This design comes from an exercise in tuning for small area, a short achievable clock period and few clock cycles on the open sky130 flow, not from production work.
Function was checked by simulation only, so behaviour that the tests miss may differ from the original.

==> harbor: inputs <==
==> flow/design.v <==
module rvf_pal_map (
    input  wire [1:0]   width,
    input  wire [7:0]   b,
    input  wire [1:0]   sv,
    input  wire [63:0]  pal,
    output reg  [63:0]  lane
);
    integer l;
    reg [2:0] idx;
    reg [2:0] i3;
    always @(*) begin
        for (l = 0; l < 8; l = l + 1) begin
            case (l)
                0: i3 = b[7:5];
                1: i3 = b[4:2];
                2: i3 = {sv[1:0], b[7]};
                3: i3 = b[6:4];
                4: i3 = b[3:1];
                5: i3 = {sv[0], b[7:6]};
                6: i3 = b[5:3];
                default: i3 = b[2:0];
            endcase
            case (width)
                2'd1:    idx = {2'b00, b[7 - l]};
                2'd2:    idx = {1'b0, b[7 - 2*(l % 4) -: 2]};
                default: idx = i3;
            endcase
            lane[8*l +: 8] = (width == 2'd0) ? b : pal[8*idx +: 8];
        end
    end
endmodule
module rvf_palette_cache #(
    parameter BYTES = 2,
    parameter SLOTS = 16
) (
    input  wire               clk,
    input  wire               we,         
    input  wire [8*BYTES-1:0] wdata,
    output wire [8*BYTES-1:0] rdata       
);
    reg [8*BYTES-1:0] stage [0:SLOTS-1];
    integer i;
    always @(posedge clk) begin
        for (i = 0; i < SLOTS - 1; i = i + 1)
            stage[i] <= stage[i + 1];
        stage[SLOTS - 1] <= we ? wdata : stage[0];
    end
    assign rdata = stage[0];
endmodule
module rvf_block_decoder (
    input  wire         clk,
    input  wire         rst,
    input  wire         start,
    input  wire [15:0]  frame_len,     
    input  wire [12:0]  num_blocks,    
    output wire         idle,
    input  wire         in_valid,
    input  wire [7:0]   in_data,
    output wire         in_ready,
    output wire         out_valid,
    input  wire         out_ready,
    output wire [11:0]  out_pos,
    output wire         out_copy,      
    output wire [127:0] out_data,      
    output wire         done,
    output wire [2:0]   st_kind,
    output wire [3:0]   st_cause,
    output wire [15:0]  st_rpos,
    output wire [12:0]  st_bpos
);
    localparam S_IDLE = 3'd0,
               S_HDR  = 3'd1,    
               S_EXT  = 3'd2,    
               S_CHK  = 3'd3,    
               S_PALB = 3'd4,    
               S_SEL  = 3'd5,    
               S_DATA = 3'd6,    
               S_FIN  = 3'd7;    
    reg        f0v, f1v;
    reg [7:0]  f0d, f1d;
    reg        in_ready_r;
    wire       hv = f0v;
    wire [7:0] hb = f0d;
    wire       push = in_valid && in_ready_r;
    reg        pop;
    reg [2:0]  state;
    reg        idle_r, done_r;
    reg [2:0]  kind_r;
    reg [3:0]  cause_r;
    reg [15:0] rpos_r;      
    reg [15:0] rem;         
    reg [15:0] pcnt;        
    reg [12:0] cbp;         
    reg        cbp_z;       
    reg [12:0] room;        
    reg        m_skip, m_rep, m_solid, m_raw, m_pal, m_cache;
    reg [1:0]  pw;          
    reg [3:0]  lf;
    reg [12:0] cnt;         
    reg        f3_r;        
    reg        ovr_r;       
    reg [2:0]  fi;          
    reg [3:0]  bi;          
    reg [1:0]  sv;          
    reg [7:0]  sel;
    reg [63:0] pal;
    reg        c5f;         
    reg        c5o;         
    reg [3:0]  head2, head4, head8;
    reg        full2, full4, full8;
    reg        pw_v;        
    reg [1:0]  pw_c;        
    reg [3:0]  pw_slot;
    reg [3:0]  ph;          
    reg         ov_r;
    reg [11:0]  opos_r;
    reg         ocopy_r;
    reg [127:0] odata_r;
    reg [11:0]  run_left;
    reg         run_act;
    assign idle      = idle_r;
    assign in_ready  = in_ready_r;
    assign out_valid = ov_r;
    assign out_pos   = opos_r;
    assign out_copy  = ocopy_r;
    assign out_data  = odata_r;
    assign done      = done_r;
    assign st_kind   = kind_r;
    assign st_cause  = cause_r;
    assign st_rpos   = rpos_r;
    assign st_bpos   = cbp;
    wire [3:0] ht      = hb[7:4];
    wire       h_long  = (!ht[3] && ht[0]) || (ht == 4'hF);
    reg  [3:0] h_fix;   
    always @(*) begin
        case (ht)
            4'h4, 4'h5, 4'h6, 4'h7, 4'h9, 4'hB, 4'hD: h_fix = 4'd1;
            4'h8: h_fix = 4'd2;
            4'hA: h_fix = 4'd4;
            4'hC: h_fix = 4'd8;
            default: h_fix = 4'd0;
        endcase
    end
    wire [3:0] c_fix = (m_solid || m_cache) ? 4'd1 :
                       !m_pal ? 4'd0 :
                       (pw == 2'd1) ? 4'd2 : (pw == 2'd2) ? 4'd4 : 4'd8;
    reg [16:0] nk, rk;      
    always @(*) begin
        case (pw)
            2'd1:    begin nk = {11'd0, cnt[4:0], 1'b0};  rk = {11'd0, room[4:0], 1'b0}; end
            2'd2:    begin nk = {10'd0, cnt[4:0], 2'b0};  rk = {10'd0, room[4:0], 2'b0}; end
            2'd3:    begin nk = {10'd0, cnt[4:0], 2'b0} + {11'd0, cnt[4:0], 1'b0};
                           rk = {10'd0, room[4:0], 2'b0} + {11'd0, room[4:0], 1'b0}; end
            default: begin nk = {cnt, 4'b0}; rk = {room, 4'b0}; end
        endcase
        nk = nk + {13'd0, c_fix};
        rk = rk + {13'd0, c_fix};
    end
    wire trunc     = nk > {1'b0, rem};
    wire ovr_first = ovr_r && (rk <= {1'b0, rem});
    wire [4:0] ccount = (pw == 2'd1) ? {full2, head2 & {4{!full2}}} :
                        (pw == 2'd2) ? {full4, head4 & {4{!full4}}} :
                                       {full8, head8 & {4{!full8}}};
    wire [3:0] chead = (pw == 2'd1) ? head2 : (pw == 2'd2) ? head4 : head8;
    wire [15:0] tap2;
    wire [31:0] tap4;
    wire [63:0] tap8;
    wire pw_hit = pw_v && (ph == pw_slot);
    rvf_palette_cache #(.BYTES(2)) u_cache2 (
        .clk(clk), .we(pw_hit && pw_c == 2'd1), .wdata(pal[15:0]), .rdata(tap2));
    rvf_palette_cache #(.BYTES(4)) u_cache4 (
        .clk(clk), .we(pw_hit && pw_c == 2'd2), .wdata(pal[31:0]), .rdata(tap4));
    rvf_palette_cache #(.BYTES(8)) u_cache8 (
        .clk(clk), .we(pw_hit && pw_c == 2'd3), .wdata(pal[63:0]), .rdata(tap8));
    wire [63:0] tap = (pw == 2'd1) ? {48'd0, tap2} :
                      (pw == 2'd2) ? {32'd0, tap4} : tap8;
    wire [63:0] lane;
    rvf_pal_map u_map (.width(state == S_DATA ? pw : 2'd0), .b(hb), .sv(sv),
                       .pal(pal), .lane(lane));
    reg [15:0] dben;
    reg        last_b;
    integer i;
    always @(*) begin
        for (i = 0; i < 16; i = i + 1) begin
            case (pw)
                2'd1: dben[i] = (bi[0] == i[3]);
                2'd2: dben[i] = (bi[1:0] == i[3:2]);
                2'd3: dben[i] = ((bi >= 4'd3) == i[3]) &&
                                ((bi - ((bi >= 4'd3) ? 4'd3 : 4'd0)) ==
                                 ((i[2:0] < 3'd2) ? 4'd0 : (i[2:0] < 3'd5) ? 4'd1 : 4'd2));
                default: dben[i] = (bi == i[3:0]);
            endcase
        end
        case (pw)
            2'd1:    last_b = (bi == 4'd1);
            2'd2:    last_b = (bi == 4'd3);
            2'd3:    last_b = (bi == 4'd5);
            default: last_b = (bi == 4'd15);
        endcase
    end
    wire wmove = !ov_r || out_ready;        
    wire wfree = wmove && !run_act;
    reg  run_go, blk_done;
    reg  [15:0] ben;                        
    reg       fail;
    reg [2:0] fkind;
    reg [3:0] fcause;
    always @(*) begin
        pop = 1'b0; run_go = 1'b0; blk_done = 1'b0; ben = 16'd0;
        fail = 1'b0; fkind = 3'd0; fcause = 4'd0;
        case (state)
            S_HDR: pop = hv && (rem != 16'd0);
            S_EXT: begin
                if (rem == 16'd0) begin fail = 1'b1; fkind = 3'd1; fcause = 4'd1; end
                else pop = hv;
            end
            S_CHK: begin
                if (m_rep && cbp_z) begin
                    fail = 1'b1; fkind = 3'd2; fcause = 4'd6;
                end else if (f3_r && (m_solid || m_pal)) begin
                    fail = 1'b1; fkind = 3'd1;
                    fcause = m_solid ? 4'd4 : m_cache ? 4'd2 : 4'd3;
                end else if ((m_skip || m_rep || m_solid) && ovr_r) begin
                    fail = 1'b1; fkind = 3'd2; fcause = 4'd8;
                end else if (m_rep) begin
                    run_go = wfree;
                end else if (m_solid) begin
                    run_go = wfree && hv;
                    pop = run_go;
                    ben = {16{run_go}};
                end else if (m_cache) begin
                    pop = hv;
                end else if (m_pal) begin
                    pop = hv && !pw_v;
                end
            end
            S_PALB: pop = hv;
            S_SEL: begin
                if (sel >= {3'd0, ccount}) begin fail = 1'b1; fkind = 3'd2; fcause = 4'd7; end
            end
            S_DATA: begin
                if (c5f) begin
                    fail = 1'b1; fkind = c5o ? 3'd2 : 3'd1; fcause = c5o ? 4'd8 : 4'd5;
                end else begin
                    pop = hv && wfree;
                    ben = pop ? dben : 16'd0;
                    blk_done = pop && last_b;
                end
            end
            default: ;
        endcase
    end
    wire f1v_next = pop ? (f1v && push) : (f1v || (f0v && push));
    always @(posedge clk) begin
        if (rst) begin
            f0v <= 1'b0; f1v <= 1'b0; in_ready_r <= 1'b0;
        end else if (state == S_IDLE) begin
            f0v <= 1'b0; f1v <= 1'b0; in_ready_r <= start;
        end else begin
            if (pop) begin
                if (f1v) begin
                    f0d <= f1d; f0v <= 1'b1;
                    f1v <= push; f1d <= in_data;
                end else begin
                    f0v <= push; f0d <= in_data;
                end
            end else if (!f0v) begin
                f0v <= push; f0d <= in_data;
            end else if (!f1v) begin
                f1v <= push; f1d <= in_data;
            end
            in_ready_r <= !f1v_next && !(state == S_FIN && !run_act && wmove);
        end
    end
    always @(posedge clk) begin
        if (rst) begin
            ov_r <= 1'b0; run_act <= 1'b0;
        end else if (wmove) begin
            if (run_act) begin
                ov_r <= 1'b1;
                opos_r <= opos_r + 12'd1;
                run_left <= run_left - 12'd1;
                run_act <= (run_left != 12'd1);
            end else if (run_go || blk_done) begin
                ov_r <= 1'b1;
                opos_r <= cbp[11:0];
                ocopy_r <= run_go && m_rep;
                run_left <= cnt[11:0] - 12'd1;
                run_act <= run_go && (cnt != 13'd1);
            end else begin
                ov_r <= 1'b0;
            end
        end
    end
    always @(posedge clk) begin
        for (i = 0; i < 16; i = i + 1)
            if (ben[i]) odata_r[8*i +: 8] <= lane[8*(i % 8) +: 8];
    end
    always @(posedge clk) begin
        ph <= ph + 4'd1;
        if (pop) begin
            rem  <= rem - 16'd1;
            pcnt <= pcnt + 16'd1;
        end
        if (rst) begin
            state <= S_IDLE;
            idle_r <= 1'b1;
            done_r <= 1'b0;
            kind_r <= 3'd0;
            cause_r <= 4'd0;
            rpos_r <= 16'd0;
            cbp <= 13'd0;
            ph <= 4'd0;
            pw_v <= 1'b0;
            head2 <= 4'd0; head4 <= 4'd0; head8 <= 4'd0;
            full2 <= 1'b0; full4 <= 1'b0; full8 <= 1'b0;
        end else begin
            done_r <= 1'b0;
            if (pw_hit) pw_v <= 1'b0;
            if (fail) begin
                kind_r  <= fkind;
                cause_r <= fcause;
                state   <= S_FIN;
            end else begin
                case (state)
                    S_IDLE: if (start) begin
                        rem   <= frame_len;
                        pcnt  <= 16'd0;
                        room  <= num_blocks;
                        cbp   <= 13'd0;
                        cbp_z <= 1'b1;
                        idle_r <= 1'b0;
                        pw_v  <= 1'b0;
                        head2 <= 4'd0; head4 <= 4'd0; head8 <= 4'd0;
                        full2 <= 1'b0; full4 <= 1'b0; full8 <= 1'b0;
                        state <= S_HDR;
                    end
                    S_HDR: begin
                        if (rem == 16'd0) begin
                            kind_r  <= 3'd0;
                            cause_r <= 4'd0;
                            rpos_r  <= pcnt;
                            state   <= S_FIN;
                        end else if (hv) begin
                            m_skip  <= (ht[3:1] == 3'b000);
                            m_rep   <= (ht[3:1] == 3'b001);
                            m_solid <= (ht[3:2] == 2'b01);
                            m_raw   <= (ht[3:1] == 3'b111);
                            m_pal   <= ht[3] && (ht[3:1] != 3'b111);
                            m_cache <= ht[3] && (ht[3:1] != 3'b111) && ht[0];
                            pw      <= (ht[3:1] == 3'b100) ? 2'd1 :
                                       (ht[3:1] == 3'b101) ? 2'd2 :
                                       (ht[3:1] == 3'b110) ? 2'd3 : 2'd0;
                            lf      <= hb[3:0];
                            cnt     <= {9'd0, hb[3:0]} + 13'd1;
                            f3_r    <= (rem <= {12'd0, h_fix});
                            ovr_r   <= (room <= {9'd0, hb[3:0]});
                            rpos_r  <= pcnt;
                            state   <= h_long ? S_EXT : S_CHK;
                        end
                    end
                    S_EXT: if (pop) begin
                        cnt   <= {1'b0, lf, hb} + 13'd1;
                        f3_r  <= (rem <= {15'd0, m_solid});
                        ovr_r <= (room <= {1'b0, lf, hb});
                        state <= S_CHK;
                    end
                    S_CHK: begin
                        c5f <= ovr_r || trunc;
                        c5o <= ovr_first;
                        bi  <= 4'd0;
                        fi  <= 3'd1;
                        if (run_go || m_skip) begin
                            cbp   <= cbp + cnt;
                            cbp_z <= 1'b0;
                            room  <= room - cnt;
                            state <= S_HDR;
                        end else if (m_raw) begin
                            state <= S_DATA;
                        end else if (m_cache) begin
                            if (pop) begin
                                sel   <= hb;
                                state <= S_SEL;
                            end
                        end else if (m_pal) begin
                            if (pop) begin
                                pal[7:0] <= hb;
                                state <= S_PALB;
                            end
                        end
                    end
                    S_PALB: if (pop) begin
                        pal[8*fi +: 8] <= hb;
                        fi <= fi + 3'd1;
                        if (fi == ((pw == 2'd1) ? 3'd1 : (pw == 2'd2) ? 3'd3 : 3'd7)) begin
                            state <= S_DATA;
                            if (!c5f) begin
                                pw_v    <= 1'b1;
                                pw_c    <= pw;
                                pw_slot <= chead;
                                case (pw)
                                    2'd1: begin head2 <= head2 + 4'd1; if (head2 == 4'd15) full2 <= 1'b1; end
                                    2'd2: begin head4 <= head4 + 4'd1; if (head4 == 4'd15) full4 <= 1'b1; end
                                    default: begin head8 <= head8 + 4'd1; if (head8 == 4'd15) full8 <= 1'b1; end
                                endcase
                            end
                        end
                    end
                    S_SEL: if (!pw_v && ph == sel[3:0]) begin
                        pal   <= tap;
                        state <= S_DATA;
                    end
                    S_DATA: if (pop) begin
                        sv <= hb[1:0];
                        bi <= last_b ? 4'd0 : bi + 4'd1;
                        if (blk_done) begin
                            cbp   <= cbp + 13'd1;
                            cbp_z <= 1'b0;
                            room  <= room - 13'd1;
                            cnt   <= cnt - 13'd1;
                            if (cnt == 13'd1)
                                state <= S_HDR;
                        end
                    end
                    S_FIN: if (!run_act && wmove) begin
                        done_r <= 1'b1;
                        idle_r <= 1'b1;
                        state  <= S_IDLE;
                    end
                    default: state <= S_IDLE;
                endcase
            end
        end
    end
endmodule
==> flow/run.sh <==
#!/bin/bash
# synth_recipe.tcl (not shown) runs the flow's synth.tcl, then flattens the netlist and writes it again
# the make line also repeats each setting of config.mk as NAME=value (left out here)
make -C /OpenROAD-flow-scripts/flow DESIGN_CONFIG=/design/flow/config.mk WORK_HOME=/design/flow/orfs CLKGATE_MAP_FILE= SYNTH_SCRIPT=/design/flow/synth_recipe.tcl finish
==> flow/config.mk <==
export PLATFORM = sky130hd
export DESIGN_NAME = rvf_block_decoder
export DESIGN_NICKNAME = rvf_block_decoder
export VERILOG_FILES = /design/flow/design.v
export SDC_FILE = /design/flow/constraint.sdc
export NUM_CORES = 4
export LEC_CHECK = 0
export CAP_MARGIN = 20
export CORE_MARGIN = 2
export CORE_UTILIZATION = 40
export PLACE_DENSITY = 0.6
export SLEW_MARGIN = 20
==> flow/constraint.sdc <==
create_clock -name core_clock -period 10.0 [get_ports {clk}]
set_input_delay 2.0000 -clock core_clock [delete_from_list [all_inputs] [get_ports {clk}]]
set_output_delay 2.0000 -clock core_clock [all_outputs]
set_load 0.01 [all_outputs]
==> inputs of zinc, as changes to harbor <==
--- a/flow/design.v
+++ b/flow/design.v
@@ -7,5 +7,6 @@
 );
-    integer l;
+    integer l, e;
     reg [2:0] idx;
     reg [2:0] i3;
+    reg [7:0] oh;
     always @(*) begin
@@ -27,3 +28,6 @@
             endcase
-            lane[8*l +: 8] = (width == 2'd0) ? b : pal[8*idx +: 8];
+            for (e = 0; e < 8; e = e + 1) oh[e] = (idx == e) && (width != 2'd0);
+            lane[8*l +: 8] = (width == 2'd0) ? b : 8'd0;
+            for (e = 0; e < 8; e = e + 1)
+                lane[8*l +: 8] = lane[8*l +: 8] | ({8{oh[e]}} & pal[8*e +: 8]);
         end
@@ -101,2 +105,4 @@
     reg        ovr_r;       
+    reg [16:0] ck_x;        
+    reg        rem_z;       
     reg [2:0]  fi;          
@@ -143,19 +149,25 @@
     end
-    wire [3:0] c_fix = (m_solid || m_cache) ? 4'd1 :
-                       !m_pal ? 4'd0 :
-                       (pw == 2'd1) ? 4'd2 : (pw == 2'd2) ? 4'd4 : 4'd8;
-    reg [16:0] nk, rk;      
+    wire       h_skip  = (ht[3:1] == 3'b000);
+    wire       h_rep   = (ht[3:1] == 3'b001);
+    wire       h_solid = (ht[3:2] == 2'b01);
+    wire       h_raw   = (ht[3:1] == 3'b111);
+    wire       h_pal   = ht[3] && !h_raw;
+    wire [1:0] h_pw    = (ht[3:1] == 3'b100) ? 2'd1 :
+                         (ht[3:1] == 3'b101) ? 2'd2 :
+                         (ht[3:1] == 3'b110) ? 2'd3 : 2'd0;
+    wire       h_ovr = (room <= {9'd0, hb[3:0]});
+    wire [4:0] h_c1  = {1'b0, hb[3:0]} + 5'd1;
+    wire [4:0] h_m   = h_ovr ? room[4:0] : h_c1;      
+    reg  [16:0] h_x;
     always @(*) begin
-        case (pw)
-            2'd1:    begin nk = {11'd0, cnt[4:0], 1'b0};  rk = {11'd0, room[4:0], 1'b0}; end
-            2'd2:    begin nk = {10'd0, cnt[4:0], 2'b0};  rk = {10'd0, room[4:0], 2'b0}; end
-            2'd3:    begin nk = {10'd0, cnt[4:0], 2'b0} + {11'd0, cnt[4:0], 1'b0};
-                           rk = {10'd0, room[4:0], 2'b0} + {11'd0, room[4:0], 1'b0}; end
-            default: begin nk = {cnt, 4'b0}; rk = {room, 4'b0}; end
+        case (h_pw)
+            2'd1:    h_x = {11'd0, h_m, 1'b0} + {13'd0, h_fix};
+            2'd2:    h_x = {10'd0, h_m, 2'b0} + {13'd0, h_fix};
+            2'd3:    h_x = {10'd0, h_m, 2'b0} + {11'd0, h_m, 1'b0} + {13'd0, h_fix};
+            default: h_x = h_ovr ? {room, 4'b0} : {8'd0, h_c1, 4'b0};    
         endcase
-        nk = nk + {13'd0, c_fix};
-        rk = rk + {13'd0, c_fix};
     end
-    wire trunc     = nk > {1'b0, rem};
-    wire ovr_first = ovr_r && (rk <= {1'b0, rem});
+    wire [12:0] e_c1  = {1'b0, lf, hb} + 13'd1;
+    wire        e_ovr = (room <= {1'b0, lf, hb});
+    wire [16:0] e_x   = e_ovr ? {room, 4'b0} : {e_c1, 4'b0};
     wire [4:0] ccount = (pw == 2'd1) ? {full2, head2 & {4{!full2}}} :
@@ -211,5 +223,5 @@
         case (state)
-            S_HDR: pop = hv && (rem != 16'd0);
+            S_HDR: pop = hv && !rem_z;
             S_EXT: begin
-                if (rem == 16'd0) begin fail = 1'b1; fkind = 3'd1; fcause = 4'd1; end
+                if (rem_z) begin fail = 1'b1; fkind = 3'd1; fcause = 4'd1; end
                 else pop = hv;
@@ -301,4 +313,5 @@
         if (pop) begin
-            rem  <= rem - 16'd1;
-            pcnt <= pcnt + 16'd1;
+            rem   <= rem - 16'd1;
+            rem_z <= (rem == 16'd1);
+            pcnt  <= pcnt + 16'd1;
         end
@@ -327,2 +340,3 @@
                         rem   <= frame_len;
+                        rem_z <= (frame_len == 16'd0);
                         pcnt  <= 16'd0;
@@ -338,3 +352,3 @@
                     S_HDR: begin
-                        if (rem == 16'd0) begin
+                        if (rem_z) begin
                             kind_r  <= 3'd0;
@@ -344,11 +358,9 @@
                         end else if (hv) begin
-                            m_skip  <= (ht[3:1] == 3'b000);
-                            m_rep   <= (ht[3:1] == 3'b001);
-                            m_solid <= (ht[3:2] == 2'b01);
-                            m_raw   <= (ht[3:1] == 3'b111);
-                            m_pal   <= ht[3] && (ht[3:1] != 3'b111);
-                            m_cache <= ht[3] && (ht[3:1] != 3'b111) && ht[0];
-                            pw      <= (ht[3:1] == 3'b100) ? 2'd1 :
-                                       (ht[3:1] == 3'b101) ? 2'd2 :
-                                       (ht[3:1] == 3'b110) ? 2'd3 : 2'd0;
+                            m_skip  <= h_skip;
+                            m_rep   <= h_rep;
+                            m_solid <= h_solid;
+                            m_raw   <= h_raw;
+                            m_pal   <= h_pal;
+                            m_cache <= h_pal && ht[0];
+                            pw      <= h_pw;
                             lf      <= hb[3:0];
@@ -356,3 +368,4 @@
                             f3_r    <= (rem <= {12'd0, h_fix});
-                            ovr_r   <= (room <= {9'd0, hb[3:0]});
+                            ovr_r   <= h_ovr;
+                            ck_x    <= h_x;
                             rpos_r  <= pcnt;
@@ -362,5 +375,6 @@
                     S_EXT: if (pop) begin
-                        cnt   <= {1'b0, lf, hb} + 13'd1;
+                        cnt   <= e_c1;
                         f3_r  <= (rem <= {15'd0, m_solid});
-                        ovr_r <= (room <= {1'b0, lf, hb});
+                        ovr_r <= e_ovr;
+                        ck_x  <= e_x;
                         state <= S_CHK;
@@ -368,4 +382,4 @@
                     S_CHK: begin
-                        c5f <= ovr_r || trunc;
-                        c5o <= ovr_first;
+                        c5f <= ovr_r || (ck_x > {1'b0, rem});
+                        c5o <= ovr_r && !(ck_x > {1'b0, rem});
                         bi  <= 4'd0;
==> flow/flow/run.sh (new file) <==
#!/bin/bash
# Standard layout (the standard.sh: ORFS with the standard synthesis) with
# stronger setup repair and plain buffers on the ports. make's output goes to
# flow_make.log; ORFS keeps each step's log under orfs/logs.
set -euo pipefail
bash standard.sh \
  SETUP_SLACK_MARGIN=6.5 \
  "BUFFER_PORTS_ARGS=-buffer_cell sky130_fd_sc_hd__buf_2" \
  finish > flow_make.log 2>&1
==> flow/standard.sh (new file) <==
#!/bin/bash
# synth_recipe.tcl (not shown) runs the flow's synth.tcl, then flattens the netlist and writes it again
# the make line also repeats each setting of config.mk as NAME=value (left out here)
make -C /OpenROAD-flow-scripts/flow DESIGN_CONFIG=/design/flow/config.mk WORK_HOME=/design/flow/orfs CLKGATE_MAP_FILE= SYNTH_SCRIPT=/design/flow/synth_recipe.tcl "${@:-finish}"
removed: flow/run.sh
==> results.sh <==
export IMPL_status="timing/DRC/antenna clean"
export IMPL_post_route_util=0.476
export IMPL_dr_wl_met2_um=66500
export IMPL_regToRegStartpoint="pw[1]"
export IMPL_multi_input_area_share=0.213
export IMPL_min_period_ns=5.57
export IMPL_die_y_um=404
export IMPL_fin_crit_sh=0.557
(the above is from harbor)
==> results.sh <==
export IMPL_fin_crit_sh=0.420
export IMPL_dr_wl_met2_um=73300
export IMPL_multi_input_area_share=0.211
export IMPL_status="timing/DRC/antenna clean"
export IMPL_die_y_um=403
export IMPL_regToRegStartpoint="f0d[2]"
export IMPL_post_route_util=0.485
(the above is from zinc)
Testbench counts of harbor, summed over its fixed seeds: cycles 102,032.
Testbench counts of zinc, summed over its fixed seeds: cycles 102,032.

afterwards: timing with drivers on the ports:
Ports are ideal in the flow. The routed layouts listed here were re-timed in OpenROAD. Step 1 (the two cells are an assumption about what drives the block):
set clk [get_ports {clk}]
set_driving_cell -lib_cell sky130_fd_sc_hd__clkbuf_16 $clk
set_driving_cell -lib_cell sky130_fd_sc_hd__buf_2 [delete_from_list [all_inputs] $clk]
Step 2 adds t to the input delays and takes it off the output delays; t is the mean of the earliest and latest rising clock arrival at the registers after step 1. Input paths then give back, and output paths get back, about the clock's delay inside the block. Three values: no drivers, after step 1, after step 2; two values: the first two.
run | t, ns | setup WS [ns] | latest minus earliest clock arrival (ns)
harbor | 0.891 | 4.430 / 4.430 / 4.358 | 0.063 / 0.063
zinc | 0.875 | 5.799 / 5.799 / 5.552 | 0.076 / 0.076
After both steps setup and hold are still met in every run listed. For zinc, which loses most, drivers alone change the setup slack by 0.000 ns; drivers and shift together by -0.247 ns.
